Source: an optimization exercise on an open RTL-to-GDS flow (aim: small area, a short achievable clock period and few clock cycles). Production flows keep margins and buffers that such runs may drop.
Function was checked by simulation only, so behaviour that the tests miss may differ from the original.
Power is estimated from default activity; no workload was simulated.

// ndef_dec
module ndef_dec (
    input  wire        clk,
    input  wire        rst,           
    input  wire        req,
    input  wire [7:0]  op,
    input  wire [7:0]  arg,
    output wire        busy,
    output reg         done,
    output reg  [2:0]  res,
    output reg  [3:0]  cause,
    output reg         badtxt,
    output wire [15:0] tb_len,
    output wire [15:0] txt_off,
    output wire [15:0] txt_len,
    output wire [15:0] idx,
    input  wire [15:0] rd_addr,
    output wire [7:0]  rd_data
);
    localparam CAP = 128;
    localparam [7:0] OP_DEC   = 8'h30;
    localparam [7:0] OP_TBCLR = 8'h40;
    localparam [7:0] OP_TBAPP = 8'h41;
    localparam [2:0] R_OK        = 3'd1;
    localparam [2:0] R_FOUND     = 3'd4;
    localparam [2:0] R_NOT_FOUND = 3'd5;
    localparam [2:0] R_REFUSED   = 3'd6;
    localparam [3:0] C_NONE       = 4'd0;
    localparam [3:0] C_CAP        = 4'd5;
    localparam [3:0] C_END        = 4'd7;
    localparam [3:0] C_TERMINATOR = 4'd8;
    localparam [3:0] C_TRUNCATED  = 4'd9;
    localparam [3:0] C_ILLEGAL_OP = 4'd10;
    localparam [3:0] M_T    = 4'd0,     
                     M_HDR  = 4'd1,     
                     M_RS   = 4'd2,     
                     M_L    = 4'd3,     
                     M_LX1  = 4'd4,     
                     M_LX2  = 4'd5,     
                     M_TL   = 4'd6,     
                     M_PL1  = 4'd7,     
                     M_PL4A = 4'd8,     
                     M_PL4B = 4'd9,
                     M_PL4C = 4'd10,
                     M_PL4D = 4'd11,    
                     M_ID   = 4'd12,    
                     M_TCHK = 4'd13,    
                     M_LANG = 4'd14,    
                     M_TXT  = 4'd15;    
    reg [CAP*8-1:0] ring;
    reg [6:0] rot;
    reg       rot_x01;               
  ...
clock: 10.0 ns
lec_check: 0
cap_margin: 20
core_margin: 2
core_utilization: 50
cts_cluster_diameter: 90
cts_cluster_size: 24
slew_margin: 20
standard.sh (not shown) runs the stock make flow with config.mk's settings and CLKGATE_MAP_FILE= SYNTH_SCRIPT=/design/flow/synth_recipe.tcl, a recipe that flattens the netlist after the stock synthesis.
==> flow/flow/run.sh <==
#!/bin/bash
# The standard layout (standard.sh, with its unchanged synthesis), with
# more timing-repair effort: repair_timing aims for 6.0 ns of setup slack,
# ports are buffered with buf_2, and the resizer may change a cell's footprint.
bash standard.sh SETUP_SLACK_MARGIN=6.0 MATCH_CELL_FOOTPRINT=0 \
    "BUFFER_PORTS_ARGS=-buffer_cell sky130_fd_sc_hd__buf_2" finish > standard.log 2>&1
The baseline went through all stages and came out clean.
Testbench counts at the start, summed over its fixed seeds: cycles 15,689.
Edit:
--- a/flow/design.v
+++ b/flow/design.v
@@ -42,20 +42,22 @@
                      M_PL4B = 4'd9,
                      M_PL4C = 4'd10,
                      M_PL4D = 4'd11,    
                      M_ID   = 4'd12,    
                      M_TCHK = 4'd13,    
                      M_LANG = 4'd14,    
                      M_TXT  = 4'd15;    
     reg [CAP*8-1:0] ring;
     reg [6:0] rot;
     reg       rot_x01;               
+    reg [6:2] rot_n;                 
+    wire [6:0] rot_dec = rot - 7'd1;
     reg [6:0] ofs;                   
     reg [7:0] len;                   
     reg       busy_r;
     reg       wpend;                 
     wire      full = len[7];
     assign tb_len = {8'd0, len};
     assign busy   = busy_r;
     wire acc    = req && !busy_r;
     wire is_clr = acc && (op == OP_TBCLR);
     wire is_app = acc && (op == OP_TBAPP);
@@ -72,21 +74,22 @@
     wire [6:0] ra_g = rd_addr[6:0] & rot;
     wire [6:0] ra_p = rd_addr[6:0] ^ rot;
     wire [6:0] ra_c;                 
     assign ra_c[0] = 1'b0;
     assign ra_c[1] = ra_g[0];
     assign ra_c[2] = ra_g[1] | (ra_p[1] & ra_g[0]);
     assign ra_c[3] = ra_g[2] | (ra_p[2] & ra_c[2]);
     assign ra_c[4] = ra_g[3] | (ra_p[3] & ra_g[2]) | (ra_p[3] & ra_p[2] & ra_c[2]);
     assign ra_c[5] = ra_g[4] | (ra_p[4] & ra_c[4]);
     assign ra_c[6] = ra_g[5] | (ra_p[5] & ra_g[4]) | (ra_p[5] & ra_p[4] & ra_c[4]);
-    wire [6:0] ra = {ra_p[6:2] ^ ra_c[6:2], rd_addr[1] ^ (rd_addr[0] ? rot_x01 : rot[1]), ra_p[0]};
+    wire [6:2] ra_hi = rd_addr[6:2] ^ ((ra_c[6:2] & rot_n[6:2]) | (~ra_c[6:2] & rot[6:2]));
+    wire [6:0] ra = {ra_hi, rd_addr[1] ^ (rd_addr[0] ? rot_x01 : rot[1]), ra_p[0]};
     wire [CAP*8-1:0] rview = {ring[CAP*8-1:8], slot0};
     reg  [7:0] rd_lo, rd_hi;
     reg        rd_sel;
     always @(posedge clk) begin
         rd_lo  <= rview[ra[5:0]*8 +: 8];
         rd_hi  <= rview[512 + ra[5:0]*8 +: 8];
         rd_sel <= ra[6];
     end
     assign rd_data = rd_sel ? rd_hi : rd_lo;
     reg [3:0]  mode;
@@ -98,22 +101,22 @@
     reg [7:0]  msgend;               
     reg        h_me, h_sr, h_il, h_tnf1;
     reg        tl1;                  
     reg [8:0]  rend;                 
     reg [7:0]  pl;                   
     reg        pl_big;               
     reg [7:0]  p2;                   
     reg        s_badtxt;
     wire [7:0] b   = pb;
     wire [7:0] p1  = len;
-    wire [8:0] np1 = {1'b0, np} + 9'd1;
-    wire       hit = pend && !fin && (np1 == {1'b0, len});
+    wire [7:0] lm1 = len - 8'd1;              
+    wire       hit = pend && !fin && (np == lm1);
     wire       rs_hdr = !h_me && (np < msgend);
     wire       as_t   = (mode == M_T) || (mode == M_RS && !rs_hdr);
     wire       as_hdr = (mode == M_HDR) || (mode == M_RS && rs_hdr);
     wire [8:0] rend_inc  = rend + 9'd1 + ((mode == M_PL4A || mode == M_PL4B || mode == M_PL4C) ? 9'd0 : {1'b0, b});
     wire [8:0] rend_next = {rend_inc[8] | rend[8], rend_inc[7:0]};
     wire       s_nob     = (mode == M_PL1) || (mode == M_PL4D);
     wire       s_cin     = s_nob || (mode == M_ID);
     wire [8:0] psum      = {1'b0, p1} + {1'b0, s_nob ? 8'd0 : b} + {8'd0, s_cin};
     wire [7:0] psum_s    = {psum[8] | psum[7], psum[6:0]};
     wire [8:0] tsum      = {1'b0, pl} + {1'b0, ~b};
@@ -333,24 +336,26 @@
         end
     end
     always @(posedge clk) begin
         if (!busy_r) begin
             pb <= arg;
         end
     end
     always @(posedge clk) begin
         if (rst || is_clr) begin
             rot     <= 7'd1;
+            rot_n   <= 5'h1F;
             rot_x01 <= 1'b1;
             ofs     <= 7'd1;
         end else begin
-            rot     <= rot - 7'd1;
+            rot     <= rot_dec;
+            rot_n   <= ~rot_dec[6:2];
             rot_x01 <= rot[1];       
             ofs <= app_ok ? ofs : ofs - 7'd1;
         end
     end
     always @(posedge clk) begin
         if (rst || is_clr) begin
             mode     <= M_T;
             fin      <= 1'b0;
             np       <= 8'd0;
             s_badtxt <= 1'b0;
The changed run finished clean.
Total power grows by a few percent.
Via count increases by roughly a tenth.
First-iteration DRC count came out higher by roughly a tenth.
Die area increases slightly.
Worst hold slack barely changes.
Design area came out higher slightly.
Wire length went up by about a fifth.
Worst setup slack is better by 300 ps.
Sequential power increases slightly.
Sequential share of layout area falls by 0.30 points.
Register-to-register slack gets worse by 20 ps.
Testbench counts after the change, summed over its fixed seeds: cycles 15,689.

static timing again, ports no longer ideal:
No port has a modelled driver above. Below, the same layouts with a new extraction and two added sets of constraints. Step 1, drivers: a clkbuf_16 drives clk and a buf_2 each remaining input, both assumed. Step 2 adds t to the input delays and takes it off the output delays; t is the mean of the earliest and latest rising clock arrival at the registers after step 1. Input paths then give back, and output paths get back, about the clock's delay inside the block. a / b / c = ideal ports / drivers / drivers and shift; a / b = the first two.
run | t, ns | slack for setup (ns) | worst slew at a driven data input, ns
the first run | 0.696 | 5.743 / 5.685 / 4.989 | 0.17
the second run | 0.724 | 6.044 / 6.070 / 5.346 | 0.06
After both steps every run listed still meets setup and hold. The setup slack of the first run, which loses most, moves by -0.058 ns with the drivers and by -0.754 ns with both steps.
